What follows belongs to an exercise in optimizing a design on an open flow for small area, a short achievable clock period and few clock cycles; a production flow would make more cautious choices.
The RTL was checked by simulation tests, not by an equivalence proof against the original design.
Power figures rest on the tool's default switching activity, not on a simulated workload.

--- run.sh ---
#!/bin/bash
# synth_recipe.tcl (not shown) runs the flow's synth.tcl, then flattens the netlist and writes it again
# the make line also repeats each setting of config.mk as NAME=value (left out here)
make -C /OpenROAD-flow-scripts/flow DESIGN_CONFIG=/design/flow/config.mk WORK_HOME=/design/flow/orfs CLKGATE_MAP_FILE= SYNTH_SCRIPT=/design/flow/synth_recipe.tcl finish
--- constraint.sdc ---
create_clock -name core_clock -period 20.0 [get_ports {clk}]
set_input_delay 4.0000 -clock core_clock [delete_from_list [all_inputs] [get_ports {clk}]]
set_output_delay 4.0000 -clock core_clock [all_outputs]
set_load 0.01 [all_outputs]
--- config.mk ---
export PLATFORM = sky130hd
export DESIGN_NAME = felics_enc
export DESIGN_NICKNAME = felics_enc
export VERILOG_FILES = /design/flow/design.v
export SDC_FILE = /design/flow/constraint.sdc
export NUM_CORES = 4
export LEC_CHECK = 0
export CAP_MARGIN = 20
export CORE_MARGIN = 2
export CORE_UTILIZATION = 40
export CTS_CLUSTER_DIAMETER = 100
export CTS_CLUSTER_SIZE = 30
export PLACE_DENSITY = 0.6
export SLEW_MARGIN = 20
--- design.v ---
module felics_phased (
    input  wire [7:0] off,
    input  wire [7:0] dlt,
    input  wire [3:0] m,         
    output wire [8:0] c,
    output wire [3:0] len
);
    function automatic lt8(input [7:0] x, input [7:0] y);
        reg [7:0] l, g;
        reg [3:0] l2, g2;
        reg [1:0] l4, g4;
        integer i;
        begin
            for (i = 0; i < 8; i = i + 1) begin
                l[i] = ~x[i] & y[i];
                g[i] = x[i] & ~y[i];
            end
            for (i = 0; i < 4; i = i + 1) begin
                l2[i] = l[2*i+1] | (~g[2*i+1] & l[2*i]);
                g2[i] = g[2*i+1] | (~l[2*i+1] & g[2*i]);
            end
            for (i = 0; i < 2; i = i + 1) begin
                l4[i] = l2[2*i+1] | (~g2[2*i+1] & l2[2*i]);
                g4[i] = g2[2*i+1] | (~l2[2*i+1] & g2[2*i]);
            end
            lt8 = l4[1] | (~g4[1] & l4[0]);
        end
    endfunction
    wire [8:0] n = {1'b0, dlt} + 9'd1;
    wire [9:0] p   = 10'd1 << m;
    wire [8:0] np  = n & ~p[8:0];
    wire       ge_p  = |({2'b00, off} & ~(p - 10'd1));     
    wire       ge_np = ~lt8(off, np[7:0]);
    wire [9:0] p5  = (p << 2) + p;
    wire [9:0] c1  = p5 - {n, 1'b0};
    wire [9:0] c2  = (p << 1) - {1'b0, n};
    wire [9:0] c3  = p5 - {1'b0, n};
    wire [9:0] cs  = ge_p ? c1 : ge_np ? c2 : c3;
    assign c = cs[8:0];
    assign len = (ge_np & ~ge_p) ? (m + 4'd1) : (m + 4'd2);
endmodule
module felics_plog (
    input  wire [7:0] dlt,
    output reg  [3:0] m
);
    wire [8:0] n = {1'b0, dlt} + 9'd1;
    integer i;
    always @* begin
        m = 4'd0;
        for (i = 0; i < 9; i = i + 1)
            if (n[i]) m = i[3:0];
    end
endmodule
module felics_ksel (
    input  wire [89:0] row,     
    output wire [2:0]  k
);
    function automatic le15(input [14:0] x, input [14:0] y);
        reg [15:0] l, g;
        reg [7:0]  l2, g2;
        reg [3:0]  l4, g4;
        reg [1:0]  l8, g8;
        integer i;
        begin
            for (i = 0; i < 16; i = i + 1) begin
                l[i] = (i < 15) ? (~x[i] & y[i]) : 1'b0;
                g[i] = (i < 15) ? (x[i] & ~y[i]) : 1'b0;
            end
            for (i = 0; i < 8; i = i + 1) begin
                l2[i] = l[2*i+1] | (~g[2*i+1] & l[2*i]);
                g2[i] = g[2*i+1] | (~l[2*i+1] & g[2*i]);
            end
            for (i = 0; i < 4; i = i + 1) begin
                l4[i] = l2[2*i+1] | (~g2[2*i+1] & l2[2*i]);
                g4[i] = g2[2*i+1] | (~l2[2*i+1] & g2[2*i]);
            end
            for (i = 0; i < 2; i = i + 1) begin
                l8[i] = l4[2*i+1] | (~g4[2*i+1] & l4[2*i]);
                g8[i] = g4[2*i+1] | (~l4[2*i+1] & g4[2*i]);
            end
            le15 = ~(g8[1] | (~l8[1] & g8[0]));
        end
    endfunction
    wire [14:0] t0 = row[14:0],  t1 = row[29:15], t2 = row[44:30];
    wire [14:0] t3 = row[59:45], t4 = row[74:60], t5 = row[89:75];
    wire        p0 = le15(t1, t0);
    wire        p1 = le15(t3, t2);
    wire        p2 = le15(t5, t4);
    wire [14:0] w0 = p0 ? t1 : t0;
    wire [14:0] w1 = p1 ? t3 : t2;
    wire [14:0] w2 = p2 ? t5 : t4;
    wire        a  = le15(w1, w0);
    wire        b  = le15(w2, w0);
    wire        c  = le15(w2, w1);
    wire        g2 = b & c;
    wire        g1 = a & ~c;
    assign k = g2 ? {2'b10, p2} : g1 ? {2'b01, p1} : {2'b00, p0};
endmodule
module felics_update (
    input  wire        en,      
    input  wire [89:0] row,
    input  wire [7:0]  v,
    output reg  [89:0] row_new
);
    reg [14:0] sum [0:5];
    reg        halve;
    integer i;
    always @* begin
        halve = 1'b1;
        for (i = 0; i < 6; i = i + 1) begin
            sum[i] = row[15*i +: 15] + (en ? ({7'd0, v >> i} + 15'd1 + i[14:0]) : 15'd0);
            if (sum[i][14:10] == 5'd0) halve = 1'b0;
        end
        for (i = 0; i < 6; i = i + 1)
            row_new[15*i +: 15] = halve ? {1'b0, sum[i][14:1]} : sum[i];
    end
endmodule
module felics_enc (
    input  wire         clk,
    input  wire         rst,
    input  wire         start,
    input  wire [7:0]   width,       
    input  wire [15:0]  height,      
    output wire         idle,
    input  wire         pix_valid,
    input  wire [7:0]   pix_data,
    output wire         pix_ready,
    output wire         tbl_re,
    output wire [7:0]   tbl_raddr,
    input  wire [119:0] tbl_rdata,
    output wire         tbl_we,
    output wire [7:0]   tbl_waddr,
    output wire [119:0] tbl_wdata,
    output reg          out_valid,
    output reg  [7:0]   out_data
);
    localparam ST_IDLE = 2'd0;
    localparam ST_HDR  = 2'd1;
    localparam ST_RUN  = 2'd2;
    localparam DEPTH = 6;
    function automatic lt8(input [7:0] x, input [7:0] y);
        reg [7:0] l, g;
        reg [3:0] l2, g2;
        reg [1:0] l4, g4;
        integer i;
        begin
            for (i = 0; i < 8; i = i + 1) begin
                l[i] = ~x[i] & y[i];
                g[i] = x[i] & ~y[i];
            end
            for (i = 0; i < 4; i = i + 1) begin
                l2[i] = l[2*i+1] | (~g[2*i+1] & l[2*i]);
                g2[i] = g[2*i+1] | (~l[2*i+1] & g[2*i]);
            end
            for (i = 0; i < 2; i = i + 1) begin
                l4[i] = l2[2*i+1] | (~g2[2*i+1] & l2[2*i]);
                g4[i] = g2[2*i+1] | (~l2[2*i+1] & g2[2*i]);
            end
            lt8 = l4[1] | (~g4[1] & l4[0]);
        end
    endfunction
    reg [1:0]  st;
    reg [7:0]  w_r;
    reg [15:0] h_r;          
    reg [6:0]  wm1;          
    reg [6:0]  wm2;          
    reg        w1, w2;       
    reg        smw;        
    reg [5:0]  mm1;          
    reg [3:0]  hcnt;
    reg [5:0]  epoch;
    reg        dirty;        
    reg [2:0]  rf_cnt;       
    reg        rf_z;         
    reg [7:0]  rf_ptr;
    reg        idle_r;
    assign idle = idle_r;
    reg [7:0]  cb0 [0:3], cb1 [0:3], cb2 [0:3];
    reg [3:0]  ab_v;
    reg [7:0]  prev;
    reg [6:0]  coln;         
    reg [1:0]  cpos, npos;   
    reg [1:0]  cslot, nslot; 
    reg        row0;         
    reg [1:0]  ncnt;         
    reg        done_in;
    reg [7:0]  a_r, b_r;     
    reg        lastc_r;      
    reg        nwr_r;        
    reg        last_r;       
    reg        pr_r;         
    reg [2:0]  occ;          
    reg        i_v;
    reg [7:0]  i_d;
    reg        ctx_q;        
    wire acc_in = pix_valid & pr_r;
    wire acc    = i_v;
    wire [7:0] pix = i_d;
    wire vnext    = (ncnt != 2'd2);
    wire lastcol  = lastc_r;
    wire last_pix = last_r;
    assign pix_ready = pr_r;
    reg  [7:0] lbn, lb1;
    wire nr0 = row0 & ~lastcol;
    wire [7:0] nb_a = (nr0 | w1) ? pix : lbn;
    wire [7:0] nb_b = (nr0 | w1) ? prev :
                      ((coln == 7'd0) && !w2) ? lb1 : pix;
    wire       a_lt  = lt8(a_r, b_r);
    wire [7:0] l_pre = a_lt ? a_r : b_r;
    wire [7:0] h_pre = a_lt ? b_r : a_r;
    wire [7:0] d_pre = a_lt ? (b_r - a_r) : (a_r - b_r);
    wire       h_eq1 = (h_r == 16'd1);
    wire       h_eq2 = (h_r == 16'd2);
    wire       h_eq3 = (h_r == 16'd3);
    wire       rows1 = lastcol ? h_eq2 : h_eq1;
    wire [3:0] m_pre;
    felics_plog u_plog (
        .dlt (d_pre),
        .m   (m_pre)
    );
    wire blk_done = acc & ((cpos == 2'd2) | lastcol);     
    wire nblk_end = (npos == 2'd2) | nwr_r;               
    wire [1:0] nslot_inc = nslot + 2'd1;
    reg        s1_v, s1_verb, s1_last, s1_blw, s1_abv;
    reg [7:0]  s1_p, s1_d, s1_off, s1_oa;
    reg [3:0]  s1_m;
    wire s1_out = s1o_r;      
    wire [8:0] ph_c;
    wire [3:0] ph_len;
    felics_phased u_phased (
        .off (s1_off),
        .dlt (s1_d),
        .m   (s1_m),
        .c   (ph_c),
        .len (ph_len)
    );
    reg        running;      
    reg [2:0]  ahead;        
    reg [1:0]  g_slot;       
    reg [5:0]  g_word;       
    reg        re_r, op_r, s1o_r;
    reg [7:0]  raddr_r;
    wire op_issue = op_r;
    assign tbl_re    = re_r;
    assign tbl_raddr = raddr_r;
    reg        s2_v, s2_last;
    reg [1:0]  s2_kind;
    reg [8:0]  s2_val;
    reg [8:0]  s2_c;         
    reg [3:0]  s2_len;
    reg        c_v, c_line;
    reg [7:0]  c_a;
    reg [1:0]  c_slot;
    reg        s3_v, s3_last;
    reg [1:0]  s3_kind;
    reg [8:0]  s3_val;
    reg [3:0]  s3_len;
    reg        m_v, m_line;
    reg [7:0]  m_a;
    reg [1:0]  m_slot;
    reg [119:0] m_row;
    reg        wb_v, wb2_v;
    reg [7:0]  wb_a, wb2_a;
    reg [119:0] wb_row, wb2_row;
    wire [119:0] m_cur = m_row;
    wire [89:0]  m_cnt = m_cur[89:0];
    wire [2:0]  k_sel;
    wire [89:0] row_new;
    felics_ksel u_ksel (
        .row (m_cnt),
        .k   (k_sel)
    );
    felics_update u_update (
        .en      (~m_line),
        .row     (m_cnt),
        .v       (s3_val[7:0]),
        .row_new (row_new)
    );
    wire [119:0] m_new = {epoch,
                          m_line ? {cb2[m_slot], cb1[m_slot], cb0[m_slot]} : m_cur[113:90],
                          row_new};
    always @(posedge clk) begin
        if (acc) begin
            case (cpos)
                2'd0:    cb0[cslot] <= pix;
                2'd1:    cb1[cslot] <= pix;
                default: cb2[cslot] <= pix;
            endcase
        end
        if (m_v & m_line) begin
            cb0[m_slot] <= m_cur[97:90];
            cb1[m_slot] <= m_cur[105:98];
            cb2[m_slot] <= m_cur[113:106];
        end
    end
    wire s3_out = s3_v & (s3_kind == 2'd2);
    wire rf_en  = ~rf_z & ~m_v;
    reg  we_r;
    assign tbl_we    = we_r;
    assign tbl_waddr = wb_a;
    assign tbl_wdata = wb_row;
    reg          c_hit1, c_hit2;
    wire         c_hitm = m_v && (m_a == c_a);
    wire         rd_tok = (tbl_rdata[119:114] == epoch);
    wire [119:0] rd_row = {tbl_rdata[119:90], rd_tok ? tbl_rdata[89:0] : 90'd0};
    wire [119:0] c_cap  = c_hit1 ? wb_row : c_hit2 ? wb2_row : rd_row;
    reg [15:0] fq [0:DEPTH-1];
    reg [2:0]  f_rd, f_wr;
    reg [2:0]  f_cnt;
    wire [15:0] fh = fq[f_rd];
    wire        f_short = fh[15];        
    wire        f_last = fh[14];
    wire        f_rice = fh[13];         
    wire [8:0]  f_val  = fh[12:4];
    wire [3:0]  f_len  = fh[3:0];
    reg [5:0] s3_short;
    integer j;
    always @* begin
        for (j = 0; j < 6; j = j + 1)
            s3_short[j] = ({1'b0, s3_val[7:0] >> j} + j[8:0] + 9'd3) <= 9'd16;
    end
    always @(posedge clk) begin
        if (s3_v)
            fq[f_wr] <= {~s3_out | s3_short[k_sel], s3_last, s3_out, s3_val,
                         s3_out ? {1'b0, k_sel} : s3_len};
    end
    reg [23:0] pa;           
    reg [4:0]  pc;           
    reg        lng;          
    reg        lng_t;        
    reg [7:0]  zr;           
    reg        fin;          
    reg        ch_v;         
    reg [15:0] ch_val;
    reg [4:0]  ch_len;
    reg        ch_last;
    wire [7:0] f_mag = f_val[7:0];
    wire [2:0] f_k   = f_len[2:0];
    wire [7:0] f_q   = f_mag >> f_k;
    wire [5:0] f_kmask = (6'd1 << f_k) - 6'd1;
    wire [5:0] f_tail  = (6'd1 << f_k) | ({1'b0, f_mag[4:0]} & f_kmask);
    wire [3:0] f_tl    = {1'b0, f_k} + 4'd1;
    wire [4:0] f_tot   = f_q[4:0] + {1'b0, f_tl} + 5'd2;       
    wire [8:0] f_rem   = {1'b0, zr} + {5'd0, f_tl};             
    wire [4:0] f_zn    = (zr >= 8'd16) ? 5'd16 : zr[4:0];       
    wire [3:0] f_z1    = (f_q >= 8'd14) ? 4'd14 : f_q[3:0];     
    wire [7:0] f_zr_nx = lng ? (zr - {3'd0, f_zn}) : (f_q - {4'd0, f_z1});
    reg [15:0] sym_v;
    reg [4:0]  sym_l;
    reg        sym_pop;      
    always @* begin
        sym_v   = 16'd0;
        sym_l   = 5'd0;
        sym_pop = 1'b1;
        if (!f_rice) begin
            sym_v = {7'd0, f_val};
            sym_l = {1'b0, f_len};
        end else if (lng) begin
            if (lng_t) begin
                sym_v = {10'd0, f_tail};
                sym_l = f_rem[4:0];
            end else begin
                sym_l   = f_zn;
                sym_pop = 1'b0;
            end
        end else if (f_short) begin
            sym_v = ({15'd0, f_val[8]} << (f_q[3:0] + f_tl)) | {10'd0, f_tail};
            sym_l = f_tot;
        end else begin
            sym_v   = {15'd0, f_val[8]} << f_z1;
            sym_l   = {1'b0, f_z1} + 5'd2;
            sym_pop = 1'b0;
        end
    end
    wire       run     = (st == ST_RUN);
    wire       p_out   = run & (pc >= 5'd8);
    wire [4:0] pc_aft  = p_out ? (pc - 5'd8) : pc;
    wire       ch_take = ch_v & (pc_aft <= 5'd8);
    wire       p_app   = (f_cnt != 3'd0) & (~ch_v | ch_take);
    wire       pop     = p_app & sym_pop;
    wire [31:0] p_ext  = {pa, 8'd0} >> pc;
    wire       p_end   = run & fin & (pc <= 5'd8);
    reg [7:0] hdr_byte;
    always @* begin
        case (hcnt)
            4'd0:    hdr_byte = 8'h46;
            4'd1:    hdr_byte = 8'h4C;
            4'd2:    hdr_byte = 8'h43;
            4'd3:    hdr_byte = 8'h53;
            4'd9:    hdr_byte = w_r;
            4'd12:   hdr_byte = h_r[15:8];
            4'd13:   hdr_byte = h_r[7:0];
            default: hdr_byte = 8'h00;
        endcase
    end
    wire [15:0] nb_mul = ({8'd0, w_r} + 16'd2) * 16'd171;
    wire [6:0]  nb_w   = nb_mul[15:9];
    wire       done_nx = done_in | (acc & last_pix);
    wire [2:0] occ_nx  = occ + {2'd0, acc_in} - {2'd0, pop};
    wire       rf_z_nx = rf_z | (rf_en & (dirty ? (rf_ptr == 8'd255) : (rf_cnt == 3'd1)));
    wire [7:0] rf_ptr_nx = rf_ptr + {7'd0, rf_en};
    wire       dirty_nx  = dirty & ~rf_z_nx;
    wire       nwrap    = nwr_r;           
    wire [1:0] npos_nx  = ~acc ? npos : nwrap ? 2'd0 : (npos == 2'd2) ? 2'd0 : npos + 2'd1;
    wire [1:0] nslot_nx = ~acc ? nslot : nwrap ? (smw ? 2'd0 : nslot_inc) :
                          (npos == 2'd2) ? nslot_inc : nslot;
    wire       last_nx  = acc ? (nwrap & rows1) : last_r;
    wire [1:0] ncnt_nx  = (acc && ncnt != 2'd2) ? ncnt + 2'd1 : ncnt;
    reg  [3:0] ab_v_nx;
    always @* begin
        ab_v_nx = ab_v;
        if (m_v & m_line)
            ab_v_nx[m_slot] = 1'b1;
        if (acc & nblk_end & ~last_pix)
            ab_v_nx[nslot] = 1'b0;
    end
    wire [1:0] ls    = nslot_nx;
    wire [1:0] ls1   = smw ? 2'd0 : nslot_nx;
    wire       mld   = m_v & m_line & (m_slot == ls);
    wire       mld1  = m_v & m_line & (m_slot == ls1);
    wire       pw    = acc & (cslot == ls) & (cpos == npos_nx);
    wire       pw1   = acc & (cslot == ls1) & (cpos == 2'd1);
    wire [7:0] cbv   = (npos_nx == 2'd0) ? cb0[ls] : (npos_nx == 2'd1) ? cb1[ls] : cb2[ls];
    wire [7:0] mlv   = (npos_nx == 2'd0) ? m_cur[97:90] : (npos_nx == 2'd1) ? m_cur[105:98] : m_cur[113:106];
    wire [7:0] lbn_nx = pw ? pix : mld ? mlv : cbv;
    wire [7:0] lb1_nx = pw1 ? pix : mld1 ? m_cur[105:98] : cb1[ls1];
    wire       running_nx = (st != ST_IDLE) & (rf_z_nx | (dirty & (rf_ptr > {2'd0, mm1})));
    wire [2:0] ahead_nx   = ahead + {2'd0, op_issue} - {2'd0, blk_done};
    wire [1:0] g_slot_nx  = g_slot + {1'b0, op_issue};
    wire [5:0] g_word_nx  = ~op_issue ? g_word : (g_word == mm1) ? 6'd0 : g_word + 6'd1;
    wire p_blw   = lt8(pix, l_pre);
    wire p_abv   = lt8(h_pre, pix);
    wire s1o_nx  = acc & ~vnext & (p_blw | p_abv);
    wire ahead_ok = blk_done | ~(((ahead == 3'd4) & ~op_issue) | ((ahead == 3'd3) & op_issue));
    wire op_nx   = running_nx & ~smw & ~done_nx & ahead_ok &
                   ~ab_v_nx[g_slot_nx] & ~s1o_nx;
    wire [1:0] ncnt2   = (acc_in && ncnt_nx != 2'd2) ? ncnt_nx + 2'd1 : ncnt_nx;
    wire [3:0] ab_v2   = ab_v_nx | ((c_v & c_line) ? (4'd1 << c_slot) : 4'd0);
    wire [3:0] rr      = rf_ptr[7:4];
    function automatic [3:0] adh(input [3:0] x, input [3:0] y);
        adh = (x < y) ? (y - x) : (x - y);
    endfunction
    wire [6:0]  coln_nx  = acc ? (nwrap ? 7'd0 : coln + 7'd1) : coln;
    wire        lastc_nx = acc ? nwrap : lastc_r;
    wire        row0_nx  = row0 & ~(acc & lastcol);
    wire [15:0] h_r_nx   = (acc & lastcol) ? h_r - 16'd1 : h_r;
    wire [7:0]  a_r_nx   = acc ? nb_a : a_r;
    wire [7:0]  b_r_nx   = acc ? nb_b : b_r;
    wire [7:0]  prev_nx  = acc ? pix : prev;
    wire ctx_b = (ncnt_nx != 2'd2) | ~dirty_nx | ctx_q | (~acc & (adh(a_r[7:4], b_r[7:4]) < rr));
    wire ok_b  = ~done_nx & (smw | last_nx | ab_v2[nslot_nx]) & ctx_b;
    wire        nwrap2   = acc ? (nwrap ? w1 : (coln == wm2)) : nwrap;
    wire [1:0]  nslot2   = nwrap2 ? (smw ? 2'd0 : nslot_nx + 2'd1) :
                           (npos_nx == 2'd2) ? nslot_nx + 2'd1 : nslot_nx;
    wire        hdec     = acc & lastcol;      
    wire        rows1_2  = lastc_nx ? (hdec ? h_eq3 : h_eq2) : (hdec ? h_eq2 : h_eq1);
    wire        last2    = nwrap2 & rows1_2;
    wire        nr0_2    = row0_nx & ~lastc_nx;
    wire [3:0]  xh       = (nr0_2 | w1) ? prev_nx[7:4] : lbn_nx[7:4];
    wire [4:0]  x_lo     = (rr > xh) ? 5'd0 : {1'b0, xh} - {1'b0, rr} + 5'd1;
    wire [4:0]  x_hi     = {1'b0, xh} + {1'b0, rr};
    wire        both_reg = ~(nr0_2 | w1) & (coln_nx == 7'd0) & ~w2;
    wire        ctx_a    = (ncnt2 != 2'd2) | ~dirty_nx |
                           (both_reg ? (adh(lbn_nx[7:4], lb1_nx[7:4]) < rr) :
                            ((rr != 4'd0) & ({1'b0, pix_data[7:4]} >= x_lo) &
                             ({1'b0, pix_data[7:4]} < x_hi)));
    wire ok_a  = ~done_nx & ~last_nx & (smw | last2 | ab_v2[nslot2]) & ctx_a;
    wire occ_ok    = acc_in ? ((occ <= 3'd4) | (pop & (occ <= 3'd5))) : ((occ <= 3'd5) | pop);
    wire pr_nx     = running_nx & occ_ok & (acc_in ? ok_a : ok_b) &
                     (~smw | (st == ST_RUN));
    always @(posedge clk) begin
        i_d     <= pix_data;
        if (acc_in)
            ctx_q <= ctx_a;
        if (acc) begin
            prev    <= pix;
            a_r     <= nb_a;
            b_r     <= nb_b;
            lastc_r <= nwrap;
            nwr_r   <= nwrap ? w1 : (coln == wm2);
        end
        last_r  <= last_nx;
        lbn     <= lbn_nx;
        lb1     <= lb1_nx;
        s1_verb <= vnext;
        s1_last <= last_pix;
        s1_d    <= d_pre;
        s1_m    <= m_pre;
        s1_p    <= pix;
        s1_blw  <= p_blw;
        s1_abv  <= p_abv;
        s1_off  <= pix - l_pre;
        s1_oa   <= pix - h_pre - 8'd1;
        s2_last <= s1_last;
        if (s1_verb) begin
            s2_kind <= 2'd0;
            s2_val  <= {1'b0, s1_p};
            s2_len  <= 4'd8;
        end else if (s1_blw | s1_abv) begin
            s2_kind <= 2'd2;
            s2_val  <= {s1_abv, s1_blw ? ~s1_off : s1_oa};
            s2_len  <= 4'd0;
        end else begin
            s2_kind <= 2'd1;
            s2_val  <= {1'b0, s1_off};
            s2_len  <= ph_len;
        end
        c_line <= ~s1_out;
        c_a    <= raddr_r;
        raddr_r <= s1o_nx ? d_pre : {2'd0, g_word_nx};
        c_slot <= g_slot;
        s3_last <= s2_last;
        s3_kind <= s2_kind;
        s3_val  <= (s2_kind == 2'd1) ? (s2_val + s2_c) : s2_val;
        s2_c    <= ph_c;
        s3_len  <= s2_len;
        m_line  <= c_line;
        m_a     <= c_a;
        m_slot  <= c_slot;
        m_row   <= c_hitm ? m_new : c_cap;
        c_hit1  <= m_v && (m_a == tbl_raddr);
        c_hit2  <= wb_v && (wb_a == tbl_raddr);
        wb_a    <= m_v ? m_a : rf_ptr;
        wb_row  <= {m_v ? epoch : epoch - 6'd1, m_new[113:0]};
        wb2_a   <= wb_a;
        wb2_row <= wb_row;
        mm1 <= nb_w[5:0] - 6'd5;
        if (rst) begin
            st        <= ST_IDLE;
            out_valid <= 1'b0;
            out_data  <= 8'd0;
            w_r       <= 8'd1;
            h_r       <= 16'd1;
            pr_r      <= 1'b0;
            i_v       <= 1'b0;
            idle_r    <= 1'b1;
            re_r      <= 1'b0;
            op_r      <= 1'b0;
            s1o_r     <= 1'b0;
            we_r      <= 1'b0;
            done_in   <= 1'b0;
            running   <= 1'b0;
            dirty     <= 1'b1;
            rf_z      <= 1'b0;
            rf_ptr    <= 8'd0;
            epoch     <= 6'd0;
            occ       <= 3'd0;
            ab_v      <= 4'd0;
            ahead     <= 3'd0;
            s1_v      <= 1'b0;
            s2_v      <= 1'b0;
            s3_v      <= 1'b0;
            c_v       <= 1'b0;
            m_v       <= 1'b0;
            wb_v      <= 1'b0;
            wb2_v     <= 1'b0;
            f_rd      <= 3'd0;
            f_wr      <= 3'd0;
            f_cnt     <= 3'd0;
            pc        <= 5'd0;
            lng       <= 1'b0;
            fin       <= 1'b0;
            ch_v      <= 1'b0;
        end else begin
            s1_v  <= acc;
            s2_v  <= s1_v;
            s3_v  <= s2_v;
            c_v   <= tbl_re;
            m_v   <= c_v;
            wb_v  <= m_v;
            wb2_v <= wb_v;
            occ   <= occ_nx;
            i_v   <= acc_in;
            done_in <= done_nx;
            if (rf_en)
                rf_cnt <= rf_cnt - 3'd1;
            rf_z    <= rf_z_nx;
            rf_ptr  <= rf_ptr_nx;
            dirty   <= dirty_nx;
            we_r    <= m_v | rf_en;
            running <= running_nx;
            pr_r    <= pr_nx;
            s1o_r   <= s1o_nx;
            op_r    <= op_nx;
            re_r    <= s1o_nx | op_nx;
            ahead  <= ahead_nx;
            g_slot <= g_slot_nx;
            g_word <= g_word_nx;
            ab_v   <= ab_v_nx;
            if (s3_v)
                f_wr <= (f_wr == DEPTH - 1) ? 3'd0 : f_wr + 3'd1;
            if (pop)
                f_rd <= (f_rd == DEPTH - 1) ? 3'd0 : f_rd + 3'd1;
            f_cnt <= f_cnt + {2'd0, s3_v} - {2'd0, pop};
            npos  <= npos_nx;
            nslot <= nslot_nx;
            ncnt  <= ncnt_nx;
            if (acc) begin
                cpos  <= npos;
                cslot <= nslot;
                coln  <= nwrap ? 7'd0 : coln + 7'd1;
                if (lastcol) begin
                    row0      <= 1'b0;
                    h_r       <= h_r - 16'd1;
                end
            end
            out_valid <= 1'b0;
            if (ch_take) begin
                pa <= (pa << ch_len) | {8'd0, ch_val};
                pc <= pc_aft + ch_len;
                if (ch_last)
                    fin <= 1'b1;
            end else begin
                pc <= pc_aft;
            end
            if (p_app) begin
                ch_v    <= 1'b1;
                ch_val  <= sym_v;
                ch_len  <= sym_l;
                ch_last <= sym_pop & f_last;
                if (sym_pop) begin
                    lng <= 1'b0;
                end else begin
                    lng   <= 1'b1;
                    zr    <= f_zr_nx;
                    lng_t <= ({1'b0, f_zr_nx} + {5'd0, f_tl}) <= 9'd16;
                end
            end else if (ch_take) begin
                ch_v <= 1'b0;
            end
            if (p_out) begin
                out_valid <= 1'b1;
                out_data  <= p_ext[7:0];
            end
            case (st)
                ST_IDLE: begin
                    if (start) begin
                        st        <= ST_HDR;
                        w_r       <= width;
                        h_r       <= height;
                        wm1       <= width[6:0] - 7'd1;
                        wm2       <= width[6:0] - 7'd2;
                        lastc_r   <= (width == 8'd1);
                        nwr_r     <= (width <= 8'd2);
                        last_r    <= (width == 8'd1) & (height == 16'd1);
                        w1        <= (width == 8'd1);
                        w2        <= (width == 8'd2);
                        smw     <= (width < 8'd13);
                        hcnt      <= 4'd0;
                        cpos      <= 2'd0;
                        cslot     <= 2'd0;
                        coln      <= (width == 8'd1) ? 7'd0 : 7'd1;
                        npos      <= (width == 8'd1) ? 2'd0 : 2'd1;
                        nslot     <= 2'd0;
                        row0      <= 1'b1;
                        ncnt      <= 2'd0;
                        done_in   <= 1'b0;
                        pr_r      <= 1'b0;
                        idle_r    <= 1'b0;
                        re_r      <= 1'b0;
                        op_r      <= 1'b0;
                        running   <= 1'b0;
                        if (!dirty)
                        begin
                            rf_cnt  <= 3'd5;
                            rf_z    <= 1'b0;
                        end
                        epoch     <= epoch + 6'd1;
                        ab_v      <= 4'd0;
                        ahead     <= 3'd0;
                        g_slot    <= 2'd0;
                        g_word    <= 6'd0;
                        fin       <= 1'b0;
                        pc        <= 5'd0;
                    end
                end
                ST_HDR: begin
                    out_valid <= 1'b1;
                    out_data  <= hdr_byte;
                    hcnt      <= hcnt + 4'd1;
                    if (hcnt == 4'd13)
                        st <= ST_RUN;
                end
                default: begin
                    if (p_end) begin
                        if (pc != 5'd0) begin
                            out_valid <= 1'b1;
                            out_data  <= p_ext[7:0];
                        end
                        pc  <= 5'd0;
                        fin <= 1'b0;
                        st  <= ST_IDLE;
                        idle_r <= 1'b1;
                    end
                end
            endcase
        end
    end
endmodule
==> notes.md, run 1 <==
- dfxtp_1 takes more of the synthesized area than any other cell.
- The total number of yosys warnings is 6.
- Once layout is complete, the cells apart from fillers number 7554.
- In this run the cell area measured after placement is between 50000 and 60000 um^2.
- The leakage power is 23.2 nW.
- The synthesis-stage register bit count is 912.
- For the worst setup path, the data required time is 20.58 ns.
- The launch instance of the worst register-to-register path is i_v.
- The power spent charging and discharging nets is roughly 1.5 mW.
- From synthesis to final layout, the design area changed by 11.7%.
- The origin of the worst setup path is i_v.
- The most used cell along the critical path is a21oi_1.
- The design draws 4.61 mW.
- The power density over the cells is 78.5 nW/um^2.
- The later-pin clock latency in the skew report is 0.68 ns.
- The share of the core filled with cells in the final layout is 0.449.
- The cell area after layout is 58800 um^2.
- The remaining antenna violation count is 0.
- The critical path in this run is classified as flop to flop.
- The total CTS buffers is 42.
- The count of endpoints failing hold in the final timing report is 0.
- Entering global routing, the biggest net connects 96 pins.
- The half-perimeter wire length after detailed placement is 114000 um.
- Of the cells placed in the final design, the portion with a size suffix greater than 1 is 0.0830.
- The H-tree was split into 2 levels.
- Across the run, the number of max-cap violations was 0.
- The number of instances in the synthesized netlist is 5640.
- The sequential share of the synthesized area is 0.406.
- Of the total power, the clock network draws 0.239.
- The part of the total power dissipated in sequential elements is 0.471.
- The number of flops mapped to enable cells by yosys is 311.
- The initial antenna violation count is 4.
- Pin placement for this block handled around 310 I/O pins.
- Of all nets on the critical path, the largest fanout is 50.
- The most instantiated library cell after synthesis is nand2_1.
- The number of port buffers is a little over 300.
- The most used flip-flop cell after synthesis is dfxtp_1.
- The share of total power in combinational logic is 0.291.
- The first global-routing pass estimated 237000 um of wire.
- The register-to-register path setup slack is 13.09 ns.
- The number of setup violations in the final report is 0.
- The via count is 41600.
- The peak supply drop is 0.0000686 V.
- The final worst slack is 13.09 ns.
- Dividing the detail-routed wire length by the instance count gives slightly above 20 um.
- The async set-reset flop share out of synthesis is 0.
- The standard-cell row count is 133.
- Hold repair after CTS inserted 0 buffers.
- The clock transition at the registers of the reported paths is roughly 0.11 ns.
- In this design, the stage delay of the slowest critical-path cell is 0.51 ns.
- The post-placement cell count is 7479.
- The die covers 134000 um^2.
- The floorplan step set the die width to 367 um.
- The worst setup path is captured at a flop.
- The height of the chip is approximately 370 um.
- The design internal power is 3.06 mW.
- The buffer depth of the longest clock path is 3.
- Data on the critical path arrives at its endpoint at 7.49 ns.
- Summed over all failing endpoints, the final setup total negative slack is 0 ns.
- The slew at the pin with the worst max-slew slack is 1.17 ns.
- The placement-stage worst setup slack is around 13 ns.
- The clock net sink count is 912.
- TritonCTS built the clock tree.
- The minimum clock period is ~7 ns.
- The achievable clock frequency is 145 MHz.
- The count of pins over their slew limit is 0.
- The average cell area after synthesis is approximately 9.3 um^2.
- The path depth of the worst reg2reg path is 27.
- Setup repair after global routing left no endpoint under its margin.
- The switching share of power is 0.336.
- The end point of the critical path is pr_r.
- On the final layout, the worst hold slack is ~0.33 ns.
- Across every metal layer, demand over resource in global routing totals 0.221.
- At the end of the flow, the number of nets in the layout was 6267.
- The run finished with no timing, DRC or antenna violations.
- The synthesized cell area is 52600 um^2.
- The number of DRC violations after detailed-routing iteration 0 is 3444.
- In this run, distinct cell masters in the synthesized netlist total between 100 and 150.
- The initial utilization of the core area, before any placement, comes to 0.402.
- Sorting the synthesized cells by area gives the leading types as dfxtp_1 23%, edfxtp_1 18%, ha_1 7.1%.
- In this run the worst hold path is classified as flop to flop.
- After floorplanning, the core was sized to cover 131000 um^2.
- The number of global-route vias before repair is 39700.
- The clock tree root driver cell is clkbuf_16.
- The worst slew margin relative to its limit is 0.213.
- The portion of the clock cycle consumed by the worst path in the final layout is 0.345.
- The count of buffers added by post-CTS timing repair for setup is 0.
- After global routing the overflow that remains totals 0.
- The post-cts sizing count is 0.
- Dividing the detail-routed via count by the number of cells gives 5.50.
- The commonest cells after synthesis are 837 x nand2_1, 601 x dfxtp_1, 387 x nor2_1.
- The post-detailed-route DRC marker count is 0.
- The first detailed-routing pass ran for 8 iterations.
- Clock skew on the completed layout was measured at ~0.037 ns.
- The startpoint type of the worst setup path is a flop.
- The routability congestion estimate from global placement is 0.909.
- The endpoint identified for the worst register-to-register timing path is pr_r.
- The total wirelength of the detailed-routed design is around 150000 um.
- The area share of the leading cell type in the synthesized netlist is 0.229.
- For this design, the slowest cell found on the critical path is buf_4.
flip-flops by register name, summed over array words and instances, names as in the netlist, 16 cells and up, named ones only:
name / flops
cb1: 32
h_r: 16
pa: 24
wb_row: 120
wb2_row: 114
cb2: 32
cb0: 32
fq: 96
ch_val: 16
m_cur: 114
final cells by class:
type,count,area [um^2]
Antenna cell,1,2.50
Clock buffer,56,1170
Clock inverter,18,267
Fill cell,12600,72200
Inverter,311,1170
Multi-Input combinational cell,4131,29100
Sequential cell,912,21400
Tap cell,1755,2200
Timing Repair Buffer,370,3550
kinds of logic after synthesis:
kind of cell	synth area share
other	0.000143
XOR/XNOR	0.0491
buffers and inverters	0.0445
multiplexers	0.107
AND/OR/NAND/NOR	0.148
adder cells (fa/ha/maj)	0.0925
AO/OA/AOI/OAI	0.152
flip-flops	0.406
cell usage in the layout, fill, tap and decap left out, types with 18 or more instances in the layout:
| master | n |
|---|---|
| a211oi_1 | 58 |
| a21o_1 | 84 |
| a21oi_1 | 265 |
| a221oi_1 | 21 |
| a22oi_1 | 114 |
| a31oi_1 | 27 |
| and2_1 | 36 |
| and3_1 | 32 |
| buf_4 | 66 |
| clkbuf_16 | 44 |
| clkdlybuf4s50_1 | 303 |
| dfxtp_1 | 595 |
| edfxtp_1 | 311 |
| fa_1 | 43 |
| ha_1 | 300 |
| inv_1 | 302 |
| maj3_1 | 22 |
| mux2_2 | 206 |
| mux2i_1 | 189 |
| mux4_2 | 57 |
| nand2_1 | 836 |
| nand2b_1 | 65 |
| nand3_1 | 88 |
| nand4_1 | 26 |
| nor2_1 | 387 |
| nor2b_1 | 80 |
| nor3_1 | 67 |
| nor4_1 | 30 |
| o211ai_1 | 28 |
| o21ai_0 | 364 |
| o21ai_1 | 24 |
| o21bai_1 | 33 |
| o22ai_1 | 24 |
| o31ai_1 | 18 |
| or3_1 | 18 |
| xnor2_1 | 204 |
| xor2_1 | 91 |
power by group through the flow:
stage	Clock, mW	Combinational, mW	Sequential (mW)
final	1.10	1.34	2.17
after floorplan	0	1.00	2.15
after detailed placement	0	1.33	2.21
after global routing	1.20	1.50	2.19
after global placement	0	1.32	2.21
after CTS	1.14	1.34	2.17
critical path: cells and delay by family, from the launching register on:
family | cells | cell delay [ns]
xor gates and xnor gates | 2 | 0.35
AOI/OAI and AO/OA | 13 | 3.05
buffers and inverters | 4 | 1.34
adders and majority gates | 2 | 0.68
DFF | 1 | 0.34
and+or+nand+nor | 6 | 1.02
worst min path at each step:
| stage | start | endpoint | slack, ns | cells after the start |
|---|---|---|---|---|
| 2_1_floorplan | s1_last | s2_last | 0.31 | 0 |
| 3_3_place_gp | s2_len[2] | s3_len[2] | 0.31 | 0 |
| 3_5_place_dp | s2_len[1] | s3_len[1] | 0.31 | 0 |
| 4_1_cts | s2_len[1] | s3_len[1] | 0.34 | 0 |
| 5_1_grt | s2_len[1] | s3_len[1] | 0.34 | 0 |
| 6_report | s2_len[1] | s3_len[1] | 0.33 | 0 |
metal layers:
metal	up-vias	global-route usage	routed length, um
li1	20200	-	-
met1	20000	0.302	68100
met2	1210	0.367	71200
met3	207	0.0258	8310
met4	0	0.0636	4790
met5	-	0	0
Testbench counts, summed over its fixed seeds: cycles 43,456.
==> inputs of run 2 (changes only) <==
--- a/config.mk
+++ b/config.mk
@@ -9,6 +9,4 @@
 export CORE_MARGIN = 2
 export CORE_UTILIZATION = 40
-export CTS_CLUSTER_DIAMETER = 100
-export CTS_CLUSTER_SIZE = 30
 export PLACE_DENSITY = 0.6
 export SLEW_MARGIN = 20
==> notes.md, run 2 <==
- The sequential share of the synthesized area is 0.406.
- No sink is reached through more buffers than the 3 on the longest clock path.
- The worst setup path is of the flop to flop kind.
- The half-perimeter wire length after detailed placement is 114000 um.
- The count of endpoints failing hold in the final timing report is 0.
- Final hold analysis gives a worst-case slack of ~0.32 ns.
- Summing every instance area after synthesis gives between 50000 and 60000 um^2.
- The share of the core filled with cells in the final layout is 0.465.
- The worst path arrival time is between 7 and 8 ns.
- In the final timing run, aggregate negative setup slack is 0 ns.
- The worst hold path begins at s2_len[1].
- The endpoint identified for the worst register-to-register timing path is m_cur[28].
- The count of pins over their slew limit came to 0.
- Among all flip-flop cells after synthesis, the most frequent one is dfxtp_1.
- The worst register-to-register path begins at s3_val[5].
- The area share of the leading cell type in the synthesized netlist is 0.229.
- The endpoint required time on the critical path is 20.60 ns.
- The remaining antenna violation count is 0.
- For this block, the routed nets add up to about 150000 um of wire.
- The initial utilization of the core area, before any placement, comes to 0.402.
- The register-to-register path setup slack is 13.07 ns.
- The height of the chip is between 300 and 400 um.
- At the later pin of the worst-skew pair, clock insertion delay measures 0.72 ns.
- The worst pin sits at a relative slew slack of 0.196.
- After synthesis the netlist holds a flip-flop and latch count of 912.
- Dividing total power by cell area gives a power density of 89.8 nW/um^2.
- The routability congestion estimate from global placement is ~0.9.
- By count the netlist is led by 837 x nand2_1, 601 x dfxtp_1, 387 x nor2_1.
- The die covers 134000 um^2.
- The synthesized design spends more area on one cell type than any other, namely dfxtp_1.
- The fill cell instance count of the final layout is 12400.
- The path depth of the worst reg2reg path is 20.
- Based on the critical path, the design can be clocked at up to 144 MHz.
- Global routing finished with a remaining overflow of 0.
- STA classifies the critical path endpoint as a flop.
- The worst hold path was traced through 0 stages.
- The endpoint of the worst hold-timing path is s3_len[1].
- For the pin with the worst max-slew slack, the measured transition is 1.20 ns.
- TritonCTS built the clock tree.
- The cell area after layout is 60900 um^2.
- Sorting the synthesized cells by area gives the leading types as dfxtp_1 23%, edfxtp_1 18%, ha_1 7.1%.
- The share of final-layout standard cells stronger than drive strength 1 is 0.0994.
- The worst setup path is launched from a flop.
- The cell with the biggest individual delay on the critical path is dfxtp_1.
- The count of buffers added by post-CTS timing repair for setup is 0.
- The H-tree level count is 3.
- The detailed-route wire length per cell is approximately 20 um.
- The most instantiated library cell after synthesis is nand2_1.
- After clock tree synthesis, the repair step resized 0 gates.
- On the worst path, the slowest cell contributes a delay of ~0.95 ns.
- The flip-flop count of the largest register after layout is 120.
- More flip-flops sit in one register than any other, and that register is wb_row.
- After synthesis, the share of flip-flops with an asynchronous set or reset is 0.
- The core region is around 130000 um^2.
- In this run the worst path has a maximum fanout of 72.
- The detail-routed via count per cell is 5.48.
- The total of hold buffers inserted after clock tree synthesis is 0.
- Setup repair after global routing left no endpoint under its margin.
- The smallest clock period supported by the final layout is computed as 6.93 ns.
- Leaving out fill and tap cells, the most frequent cells in the layout are 836 x nand2_1, 595 x dfxtp_1, 387 x nor2_1, 364 x o21ai_0, 311 x edfxtp_1.
- The Yosys step of the flow raised 6 warnings.
- Walking the worst path, the cells encountered are clkinv_1 -> ha_1 -> xnor2_1 -> nand2b_1 -> inv_1 -> ha_1 -> a21o_1 -> a21oi_1 -> o21bai_1 -> a21oi_1 -> nor2_1 -> nand4_1 -> xor2_1 -> and3_1 -> a31oi_1 -> o2111a_1 -> nand2_4 -> buf_4 -> mux2_2 -> mux2_2.
- IR analysis of the VDD net gives a maximum drop of 0.0000665 V.
- The initial antenna violation count is 4.
- For this block, the via count after detailed routing is 42100.
- In the routed design, unresolved DRC markers number 0.
- The netlist uses 107 different library cells.
- The first global-routing pass estimated approximately 240000 um of wire.
- The pin count of the biggest net entering global routing is 96.
- Max-cap violations in this run came to 0.
- The layout net count is 6327.
- A synthesized cell averages 9.33 um^2.
- The floorplan has 133 rows.
- The clock tree root driver cell is clkbuf_16.
- For this run, the detailed router's first-pass iteration total came to 6.
- Relative to the synthesized area, the layout overhead comes to 15.7%.
- In this run the count of I/O pins placed on the die edge is a little over 300.
- CTS saw 912 sinks.
- During placement, the flow inserted port buffers numbering 304.
- The most common library cell in the layout ignoring fill and taps is nand2_1.
- The all-layer global routing usage is 0.225.
- The number of clock buffers added by TritonCTS is 102.
- The number of setup violations in the final report is 0.
- Between clock sinks in the finished design, the worst skew comes to 0.0213 ns.
- The leakage power is around 24 nW.
- The number of flops mapped to enable cells by yosys is 311.
- In this run, the number of DRC markers left after iteration 0 of detailed routing was 3647.
- The tightest min-delay check is of the flop to flop type.
- The clock transition at the registers of the reported paths is 0.06 ns.
- The run finished with no timing, DRC or antenna violations.
- The die span in x is 367 um.
- The portion of the clock cycle consumed by the worst path in the final layout is 0.347.
- The number of instances in the synthesized netlist is 5640.
- The placed instances occupy a cell area of 57300 um^2.
- The number of global-route vias before repair is 40700.
-- run 2: area by class of cell --
| cell class | count | area (um^2) | share of cell area |
|---|---|---|---|
| Inverter | 311 | 1170 | 0.0192 |
| Tap cell | 1755 | 2200 | 0.0361 |
| Timing Repair Buffer | 370 | 3550 | 0.0583 |
| Antenna cell | 2 | 5.00 | 0.0000822 |
| Sequential cell | 912 | 21400 | 0.351 |
| Multi-Input combinational cell | 4131 | 29100 | 0.477 |
| Clock buffer | 153 | 3110 | 0.0511 |
| Clock inverter | 38 | 408 | 0.00670 |
-- run 2: stage by stage --
stage | power, mW | worst slack (ns) | std cells
2_1_floorplan | 3.16 | 13.76 | 5644
3_3_place_gp | 3.53 | 13.04 | 7479
3_5_place_dp | 3.54 | 13.03 | 7479
4_1_cts | 5.50 | 13.14 | 7670
5_1_grt | 5.75 | 12.38 | 7670
6_report | 5.47 | 13.07 | 7672
-- run 2: logic make-up (layout without fill, tap and decap cells) --
| group | count (synthesis) | after routing | synth area share |
|---|---|---|---|
| XOR/XNOR | 295 | 295 | 0.0491 |
| adder cells (fa/ha/maj) | 368 | 368 | 0.0925 |
| AND/OR/NAND/NOR | 1749 | 1749 | 0.148 |
| flip-flops | 912 | 912 | 0.406 |
| AO/OA/AOI/OAI | 1253 | 1253 | 0.152 |
| other | 2 | 8 | 0.000143 |
| multiplexers | 460 | 460 | 0.107 |
| buffers and inverters | 601 | 872 | 0.0445 |
-- run 2: layer usage --
layer  global-route usage  vias up  share of wire  routed length (um)
met1                0.303    20200           0.44               68600
met4               0.0757        0          0.031                4760
met3               0.0296      242          0.057                8840
met2                0.371     1268           0.47               72700
li1                     -    20400              -                   -
met5                    0        -              0                   0
-- run 2: power by group --
part / total (mW) / internal [mW] / switching, mW
sequential: 2.17 / 2.05 / 0.126
clock: 1.95 / 1.14 / 0.806
combinational: 1.34 / 0.567 / 0.773
total: 5.47 / 3.76 / 1.71
-- run 2: worst max path at each step --
stage / from / endpoint / slack, ns / cells after the start
floorplan: i_v / pr_r / 13.76 / 25
global placement: tbl_rdata[117] / m_cur[83] / 13.04 / 10
detailed placement: tbl_rdata[117] / m_cur[83] / 13.03 / 10
CTS: i_v / pr_r / 13.14 / 27
global route: i_v / pr_r / 12.38 / 27
finish: s3_val[5] / m_cur[28] / 13.07 / 20
-- run 2: critical path, delay by kind of cell (launching register included) --
family	cells	cell delay, ns
AOI/OAI and AO/OA	6	1.51
DFF	1	0.95
adders and majority gates	2	0.76
and+or+nand+nor	5	1.00
xor gates and xnor gates	2	0.38
buffers and inverters	3	1.42
muxes	2	0.69
==> inputs of run 3 (changes only) <==
--- a/design.v
+++ b/design.v
@@ -103,15 +103,46 @@
     output reg  [89:0] row_new
 );
+    function automatic [14:0] add15(input [14:0] a, input [14:0] b);
+        reg [14:0] g, p, x;
+        reg [14:0] gg, pp, gn, pn;
+        integer i, d;
+        begin
+            x = a ^ b;
+            g = a & b;
+            p = a | b;
+            gg = g;
+            pp = p;
+            for (d = 1; d < 15; d = d * 2) begin
+                gn = gg;
+                pn = pp;
+                for (i = 0; i < 15; i = i + 1) begin
+                    if ((i / d) % 2 == 1) begin
+                        gn[i] = gg[i] | (pp[i] & gg[(i / d) * d - 1]);
+                        pn[i] = pp[i] & pp[(i / d) * d - 1];
+                    end
+                end
+                gg = gn;
+                pp = pn;
+            end
+            add15 = x ^ {gg[13:0], 1'b0};
+        end
+    endfunction
+    reg [14:0] t, u, c3, s0, cy;
     reg [14:0] sum [0:5];
     reg        halve;
-    integer i;
+    integer k;
     always @* begin
         halve = 1'b1;
-        for (i = 0; i < 6; i = i + 1) begin
-            sum[i] = row[15*i +: 15] + (en ? ({7'd0, v >> i} + 15'd1 + i[14:0]) : 15'd0);
-            if (sum[i][14:10] == 5'd0) halve = 1'b0;
+        for (k = 0; k < 6; k = k + 1) begin
+            t  = row[15*k +: 15];
+            u  = en ? {7'd0, v >> k} : 15'd0;
+            c3 = en ? (k + 1) : 15'd0;
+            s0 = t ^ u ^ c3;
+            cy = {(t[13:0] & u[13:0]) | (t[13:0] & c3[13:0]) | (u[13:0] & c3[13:0]), 1'b0};
+            sum[k] = add15(s0, cy);
+            if (sum[k][14:10] == 5'd0) halve = 1'b0;
         end
-        for (i = 0; i < 6; i = i + 1)
-            row_new[15*i +: 15] = halve ? {1'b0, sum[i][14:1]} : sum[i];
+        for (k = 0; k < 6; k = k + 1)
+            row_new[15*k +: 15] = halve ? {1'b0, sum[k][14:1]} : sum[k];
     end
 endmodule
@@ -260,9 +291,10 @@
     reg [1:0]  m_slot;
     reg [119:0] m_row;
+    reg        m_tok;        
     reg        wb_v, wb2_v;
     reg [7:0]  wb_a, wb2_a;
     reg [119:0] wb_row, wb2_row;
     wire [119:0] m_cur = m_row;
-    wire [89:0]  m_cnt = m_cur[89:0];
+    wire [89:0]  m_cnt = m_tok ? m_cur[89:0] : 90'd0;
     wire [2:0]  k_sel;
     wire [89:0] row_new;
@@ -303,6 +335,5 @@
     wire         c_hitm = m_v && (m_a == c_a);
     wire         rd_tok = (tbl_rdata[119:114] == epoch);
-    wire [119:0] rd_row = {tbl_rdata[119:90], rd_tok ? tbl_rdata[89:0] : 90'd0};
-    wire [119:0] c_cap  = c_hit1 ? wb_row : c_hit2 ? wb2_row : rd_row;
+    wire [119:0] c_cap  = c_hit1 ? wb_row : c_hit2 ? wb2_row : tbl_rdata;
     reg [15:0] fq [0:DEPTH-1];
     reg [2:0]  f_rd, f_wr;
@@ -519,4 +550,5 @@
         m_slot  <= c_slot;
         m_row   <= c_hitm ? m_new : c_cap;
+        m_tok   <= c_hitm | c_hit1 | c_hit2 | rd_tok;
         c_hit1  <= m_v && (m_a == tbl_raddr);
         c_hit2  <= wb_v && (wb_a == tbl_raddr);
==> notes.md, run 3 <==
- The clock net sink count is around 900.
- The number of global-route vias before repair is 40500.
- The path class of the tightest hold or removal check is flop to flop.
- After synthesis the netlist holds a flip-flop and latch count of 913.
- The core region is between 100000 and 150000 um^2.
- For this block, the routed nets add up to approximately 150000 um of wire.
- The standard-cell row count is 133.
- By area the synthesized netlist is led by dfxtp_1 23%, edfxtp_1 18%, ha_1 7.9%.
- The number of primary I/O pins is 305.
- The achievable clock frequency is 134 MHz.
- The total number of yosys warnings is 6.
- Setup repair after global routing left no endpoint under its margin.
- Setup violations remaining at the end of the flow were counted as 0.
- The buffer depth of the longest clock path is 3.
- Dividing the detail-routed via count by the number of cells gives 5.42.
- The number of instances in the synthesized netlist is 5693.
- The library cell occupying the most area in the post-synthesis netlist is dfxtp_1.
- In the finished design, the share of the clock period the worst path needs comes to 0.374.
- The minimum clock period is 7.48 ns.
- The routability congestion estimate from global placement is 0.914.
- For this run, the detailed router's first-pass iteration total came to 7.
- By count the netlist is led by 855 x nand2_1, 602 x dfxtp_1, 395 x nor2_1.
- The post-route setup TNS is 0 ns.
- The overall die area is 135000 um^2.
- wb_row holds more flip-flops than any other register.
- In this run the power density over the cells is 88.4 nW/um^2.
- The sequential share of the synthesized area is 0.404.
- The synthesized design contains 311 enable-type register cells.
- The unique cell type count in the Yosys netlist is 98.
- For the pin with the worst max-slew slack, the measured transition is 1.17 ns.
- In this run the clock root is driven by a clkbuf_16.
- The setup check on the worst reg-to-reg path leaves a slack of 12.52 ns.
- The area growth from synthesis to layout is 15.6%.
- The count of pins over their slew limit is 0.
- Buffers added to address setup during post-CTS repair amount to 0.
- Entering global routing, the biggest net connects roughly 110 pins.
- In this run, post-CTS hold repair placed 0 buffers.
- In the final layout, the share of cells above drive strength 1 is 0.0952.
- The area share of the leading cell type in the synthesized netlist is 0.228.
- Across all hold checks on the routed design, the worst slack comes to 0.326 ns.
- The endpoint required time on the critical path is approximately 21 ns.
- The initial antenna violation count was 4.
- Once detail routing completed, the nets flagged for antenna violations numbered 0.
- For this run, the leading register cell type out of synthesis is dfxtp_1.
- The mapped netlist covers around 53000 um^2.
- The total CTS buffers is 101.
- Of all nets on the critical path, the largest fanout is 54.
- In this run, post-CTS repair resized a total of 0 instances.
- The register with the most flip-flops in the layout has 120 of them.
- The first global-routing pass estimated ~230000 um of wire.
- For this design the static power due to leakage is 24.5 nW.
- The H-tree level count is 3.
- The type of the setup path with the least slack is flop to flop.
- The startpoint type of the worst setup path is a flop.
- The library cells used most frequently in the layout, excluding fill and tap cells, are 855 x nand2_1, 595 x dfxtp_1, 393 x nor2_1, 382 x o21ai_0, 350 x inv_1.
- The average cell area after synthesis is 9.30 um^2.
- For this run, design rule violations remaining after detail routing come to 0.
- The count of endpoints failing hold in the final timing report came to 0.
- During placement, the flow inserted port buffers numbering 304.
- For this configuration, the core starts out at a cell density of 0.403.
- The CTS tree is built.
- The via count is 41900.
- The die is 368 um tall.
- Max-cap violations in this run came to 0.
- The flow ran to the end and the layout has no timing, DRC or antenna violations.
- The number of antenna diodes in the final layout is 0.
- The peak supply drop is between 0.00006 and 0.00007 V.
- At the later pin of the worst-skew pair, clock insertion delay measures 0.71 ns.
- Among all cell types in the netlist, the one instantiated most often is nand2_1.
- The async set-reset flop share out of synthesis is 0.
- Detailed placement ended at an HPWL of 112000 um.
- The final global-route overflow total is 0.
- The all-layer global routing usage is 0.218.
- The most common library cell in the layout ignoring fill and taps is nand2_1.
- The clock transition at the registers of the reported paths is 0.06 ns.
- Between clock sinks in the finished design, the worst skew comes to 0.0180 ns.
- Data arrives at the worst endpoint at roughly 8 ns.
- The number of DRC violations after detailed-routing iteration 0 is roughly 3600.
- After detailed routing, the average wire length per cell comes to 19.6 um.
- The worst setup path is captured at a flop.
- The worst slew margin relative to its limit is 0.213.
- The layout net count is between 6000 and 7000.
- In this run the horizontal extent of the chip is 368 um.
[run 3: changes by cell type in the layout (fill, tap and decap cells not counted), moves of 19 or more]
cell,change
a22oi_1,-99
a21o_1,-24
ha_1,+33
xnor2_1,-50
nand2_1,+19
inv_1,+48
mux2i_1,+63
[run 3: per-layer routing]
layer	part of all wire	wire length, um	global-route usage
met2	0.47	70500	0.360
met4	0.026	3950	0.0635
met5	0.00021	32	0
met1	0.45	67500	0.296
met3	0.061	9200	0.0315
[run 3: worst paths after layout]
kind                                start        end  cells after the start
worst min-delay path            s2_len[3]  s3_len[3]                      0
worst min register to register  s2_len[3]  s3_len[3]                      0
worst max-delay path                  i_v       pr_r                     26
worst max register to register        i_v       pr_r                     26
[run 3: through the flow]
| stage | util | area [um^2] | setup slack [ns] | power (mW) | instances |
|---|---|---|---|---|---|
| after floorplan | - | 52900 | 13.50 | 3.10 | 5694 |
| after global placement | 0.439 | 57700 | 12.98 | 3.46 | 7529 |
| after detailed placement | 0.439 | 57700 | 12.64 | 3.48 | 7529 |
| after CTS | 0.465 | 61200 | 12.61 | 5.44 | 7718 |
| after global routing | 0.465 | 61200 | 11.84 | 5.68 | 7719 |
| final | 0.465 | 61200 | 12.52 | 5.41 | 7719 |
[run 3: area by class of cell]
class,instances,area (um^2)
Multi-Input combinational cell,4140,29200
Tap cell,1755,2200
Clock buffer,145,3030
Sequential cell,913,21400
Clock inverter,44,477
Timing Repair Buffer,367,3520
Fill cell,12600,70300
Inverter,355,1330
[run 3: power breakdown]
part / total [mW] / leakage [nW] / internal (mW) / switching, mW
clock network: 1.96 / 1.74 / 1.16 / 0.799
registers: 2.20 / 7.84 / 2.06 / 0.142
logic: 1.25 / 14.9 / 0.533 / 0.717
[run 3: critical path, cell delays in order, from the launching register on]
cell and delay, ns:
dfxtp_2 0.31, buf_4 0.52, inv_1 0.50, nor2_1 0.35, a22oi_2 0.08, buf_4 0.27
a21oi_1 0.75, nor3_1 0.10, o21ai_1 0.80, nor2_1 0.09, a21oi_1 0.17, a21o_1 0.18
ha_1 0.15, inv_1 0.06, fa_1 0.39, a21o_1 0.17, a21oi_1 0.48, a21oi_1 0.14
a221o_1 0.31, a21oi_1 0.19, xnor2_1 0.15, ha_1 0.25, nor2b_1 0.12, o311ai_0 0.43
nand4b_1 0.14, o21ai_0 0.15, and3_1 0.17
[run 3: cells by family (layout without fill, tap and decap cells)]
family,Yosys count,after routing,synth area share
and+or+nand+nor,1799,1799,0.151
AOI/OAI and AO/OA,1167,1167,0.139
DFF,913,913,0.404
buffers and inverters,641,911,0.0464
muxes,510,510,0.115
adders and majority gates,404,404,0.102
xor gates and xnor gates,258,258,0.0427
other,1,2,0.0000708
Testbench counts of run 3, summed over its fixed seeds: cycles 43,456.
==> inputs of run 4 (changes only) <==
--- a/config.mk
+++ b/config.mk
@@ -9,4 +9,6 @@
 export CORE_MARGIN = 2
 export CORE_UTILIZATION = 40
+export CTS_CLUSTER_DIAMETER = 80
+export CTS_CLUSTER_SIZE = 24
 export PLACE_DENSITY = 0.6
 export SLEW_MARGIN = 20
==> notes.md, run 4 <==
- The flow ran to the end and the layout has no timing, DRC or antenna violations.
- Synthesis instantiated 98 different standard cells from the library.
- Of the total synthesized cell area, the portion taken by XOR and XNOR cells is 0.0427.
- The biggest area contributor in the post-synthesis netlist is dfxtp_1.
- In this run the worst hold path is classified as flop to flop.
- The routed design uses 8590 um of met3 wire.
- The share of the core filled with cells in the final layout is 0.452.
- The length of the first detailed-routing pass in iterations is 7.
- 305 I/O pins were placed.
- The routed design uses 70100 um of met2 wire.
- For this run, the number of Yosys warnings is 6.
- The most used flip-flop cell after synthesis is dfxtp_1.
- The number of port buffers is 304.
- The combinational family with the most area after synthesis is simple AND/OR/NAND/NOR gates.
- The congestion estimate from routability-driven global placement came to 0.914.
- The number of global-route vias before repair is around 40000.
- The layout net count is approximately 6400.
- Counting flops and latches in the post-synthesis netlist gives 913.
- The mapped netlist covers 52900 um^2.
- After clock tree synthesis, the setup repair step added 0 buffers.
- The minimum clock period is 7.54 ns.
- Adding up every negative setup slack in the final design gives 0 ns.
- The total CTS buffers is 54.
- The area growth from synthesis to layout is 12.4%.
- The top register by number of flip-flops is wb_row.
- For this run, design rule violations remaining after detail routing come to 0.
- After detailed routing, the number of vias per cell comes to 5.41.
- Row generation in the floorplan step produced 133 rows.
- In the final routing, the length of wire on met1 measures 67400 um.
- At the pin with the least slew margin, the transition time is 1.18 ns.
- The die span in x is about 370 um.
- In the layout the commonest cells are 855 x nand2_1, 595 x dfxtp_1, 393 x nor2_1, 382 x o21ai_0, 350 x inv_1.
- The half-perimeter wire length after detailed placement is 112000 um.
- The area of the placeable core is around 130000 um^2.
- The leakage power is 23.6 nW.
- The startpoint type of the worst setup path is a flop.
- STA classifies the critical path endpoint as a flop.
- The total wirelength of the detailed-routed design is 150000 um.
- The count of pins over their slew limit came to 0.
- The H-tree was split into 2 levels.
- The all-layer global routing usage is 0.215.
- The routed layout has 41300 vias.
- For this run, the register share of the synthesized area comes to 0.404.
- The share of final-layout standard cells stronger than drive strength 1 is 0.0826.
- The buffer depth of the longest clock path is 3.
- The remaining antenna violation count is 0.
- The flip-flop count of the largest register after layout is 120.
- The clock transition at the registers of the reported paths is ~0.090 ns.
- Setup repair after global routing left no endpoint under its margin.
- Ranked by total cell area, the synthesized netlist is headed by dfxtp_1 23%, edfxtp_1 18%, ha_1 7.9%.
- Counting instances, the worst hold path has a depth of 0.
- The later-pin clock latency in the skew report is 0.70 ns.
- The most common cell in the synthesized netlist is nand2_1.
- The synthesized-area fraction occupied by ao, oa, aoi and oai cells came to 0.139.
- The critical path is of the flop to flop type.
- The worst pin sits at a relative slew slack of 0.209.
- The power density over the cells is 79.1 nW/um^2.
- For this run the aggregate overflow at the end of global routing stands at 0.
- The initial antenna violation count is 3.
- Counting instances in the post-synthesis netlist gives the leading cell types as 855 x nand2_1, 602 x dfxtp_1, 395 x nor2_1.
- Of the total synthesized cell area, the portion taken by full adders, half adders and majority gates is 0.102.
- The area share of the leading cell type in the synthesized netlist is 0.228.
- Once the clock tree was built, the resizer swapped 0 gates to a different size.
- The pin count of the biggest net entering global routing is 114.
- The clock net sink count is 913.
- The count of endpoints failing hold in the final timing report is 0.
- Across the run, the number of max-cap violations was 0.
- The achievable clock frequency is around 130 MHz.
- Of the total synthesized cell area, the portion taken by AND, OR, NAND and NOR gates is 0.151.
- The number of DRC violations after detailed-routing iteration 0 is 3675.
- The most used cell along the critical path is a21oi_1.
- The worst path arrival time is 8.18 ns.
- The average cell area after synthesis is between 9 and 10 um^2.
- The overall die area is 135000 um^2.
- Signal routing reaches up to met4.
- Counting flops with an async set or reset pin after synthesis yields a share of 0.
- The path depth of the worst reg2reg path is 26.
- Measured against the total synthesized area, the mux share comes to 0.115.
- Leaving out fill and tap cells, the most frequent cell in the layout is nand2_1.
- In the finished design, the share of the clock period the worst path needs comes to 0.377.
- The peak supply drop is between 0.00006 and 0.00007 V.
- The initial utilization of the core area, before any placement, comes to 0.403.
- The detailed-route wire length per cell is 19.6 um.
- The first global-routing pass estimated 232000 um of wire.
- The number of instances in the synthesized netlist is 5693.
- The number of setup violations in the final report is 0.
- The total of hold buffers inserted after clock tree synthesis is 0.
- In this design, the stage delay of the slowest critical-path cell is approximately 0.84 ns.
- The clock tree root driver cell is clkbuf_16.
- TritonCTS built the clock tree.
- In this run, synthesis inferred 311 flip-flops with an integrated enable.
- In this run the worst path has a maximum fanout of 54.
- The slowest stage of the critical path belongs to the cell o21ai_1.
- The maximum clock skew at final layout is 0.0472 ns.
- The height of the chip is ~370 um.
- At the worst endpoint, the required time is 20.64 ns.
run 4: cell counts after synthesis:
No cell type changed its count.
run 4: worst max-delay path, delay by kind of cell, from the launching register on:
kind / cells / cell delay [ns]
AOI/OAI and AO/OA: 12 / 3.88
buffers and inverters: 4 / 1.36
DFF: 1 / 0.32
and+or+nand+nor: 6 / 0.97
adders and majority gates: 3 / 0.79
xor gates and xnor gates: 1 / 0.15
run 4: kinds of logic after synthesis:
| logic type | after synthesis |
|---|---|
| and+or+nand+nor | 1799 |
| AOI/OAI and AO/OA | 1167 |
| DFF | 913 |
| buffers and inverters | 641 |
| muxes | 510 |
| adders and majority gates | 404 |
| xor gates and xnor gates | 258 |
| other | 1 |
run 4: power by group:
group / switching [mW] / internal, mW / leakage [nW] / total, mW
Combinational: 0.716 / 0.533 / 14.9 / 1.25
Clock: 0.700 / 0.557 / 0.877 / 1.26
Sequential: 0.142 / 2.06 / 7.84 / 2.20
run 4: area by class of cell:
type                    count  area (um^2)
diodes                      2         5.00
clock buffers              68         1450
clock inverters            30          347
fillers                 12700        72000
inverters                 355         1330
multi-input cells        4140        29200
flip-flops and latches    913        21400
well taps                1755         2200
repair buffers            367         3520
run 4: layer usage:
| metal | vias to the layer above | global-route usage |
|---|---|---|
| met1 | 19700 | 0.294 |
| met4 | 0 | 0.0537 |
| met3 | 201 | 0.0258 |
| met5 | - | 0 |
| met2 | 1229 | 0.359 |
| li1 | 20200 | - |
run 4: stage by stage:
stage | instance area, um^2 | hold slack, ns | std cells | power (mW) | setup WS [ns]
after floorplan | 52900 | 0.310 | 5694 | 3.10 | 13.50
after global placement | 57700 | 0.312 | 7529 | 3.46 | 12.98
after detailed placement | 57700 | 0.312 | 7529 | 3.48 | 12.64
after CTS | 59400 | 0.333 | 7627 | 4.74 | 12.56
after global routing | 59500 | 0.336 | 7629 | 4.96 | 11.81
final | 59500 | 0.332 | 7630 | 4.70 | 12.46
run 4: worst paths after layout:
kind	start	end	slack [ns]
setup / recovery	i_v	pr_r	12.46
setup reg to reg	i_v	pr_r	12.46
hold / removal	s2_len[1]	s3_len[1]	0.33
hold reg to reg	s2_len[1]	s3_len[1]	0.33

==> static timing again, ports no longer ideal <==
No port has a modelled driver above. Below, the same layouts with a new extraction and two added sets of constraints.
Step 1 sets driving cells, clkbuf_16 on the clock port and buf_2 on the other inputs (assumed; they add their load-dependent delay and slew).
Step 2 also shifts input and output timing later by t, the mid clock arrival at the registers, as if the neighbouring blocks saw the same clock.
Three values: ideal, step 1, step 2; two values: the first two.
run	t, ns	slack for setup (ns)	worst setup path at the end
run 1	0.725	13.091 / 13.091 / 13.020	input to register
run 2	0.782	13.068 / 13.068 / 13.013	input to register
run 3	0.779	12.515 / 12.515 / 12.515	register to register
run 4	0.746	12.463 / 12.463 / 12.463	register to register
After both steps every run listed still meets setup and hold. For run 1, which loses most, drivers alone change the setup slack by 0.000 ns; drivers and shift together by -0.071 ns.
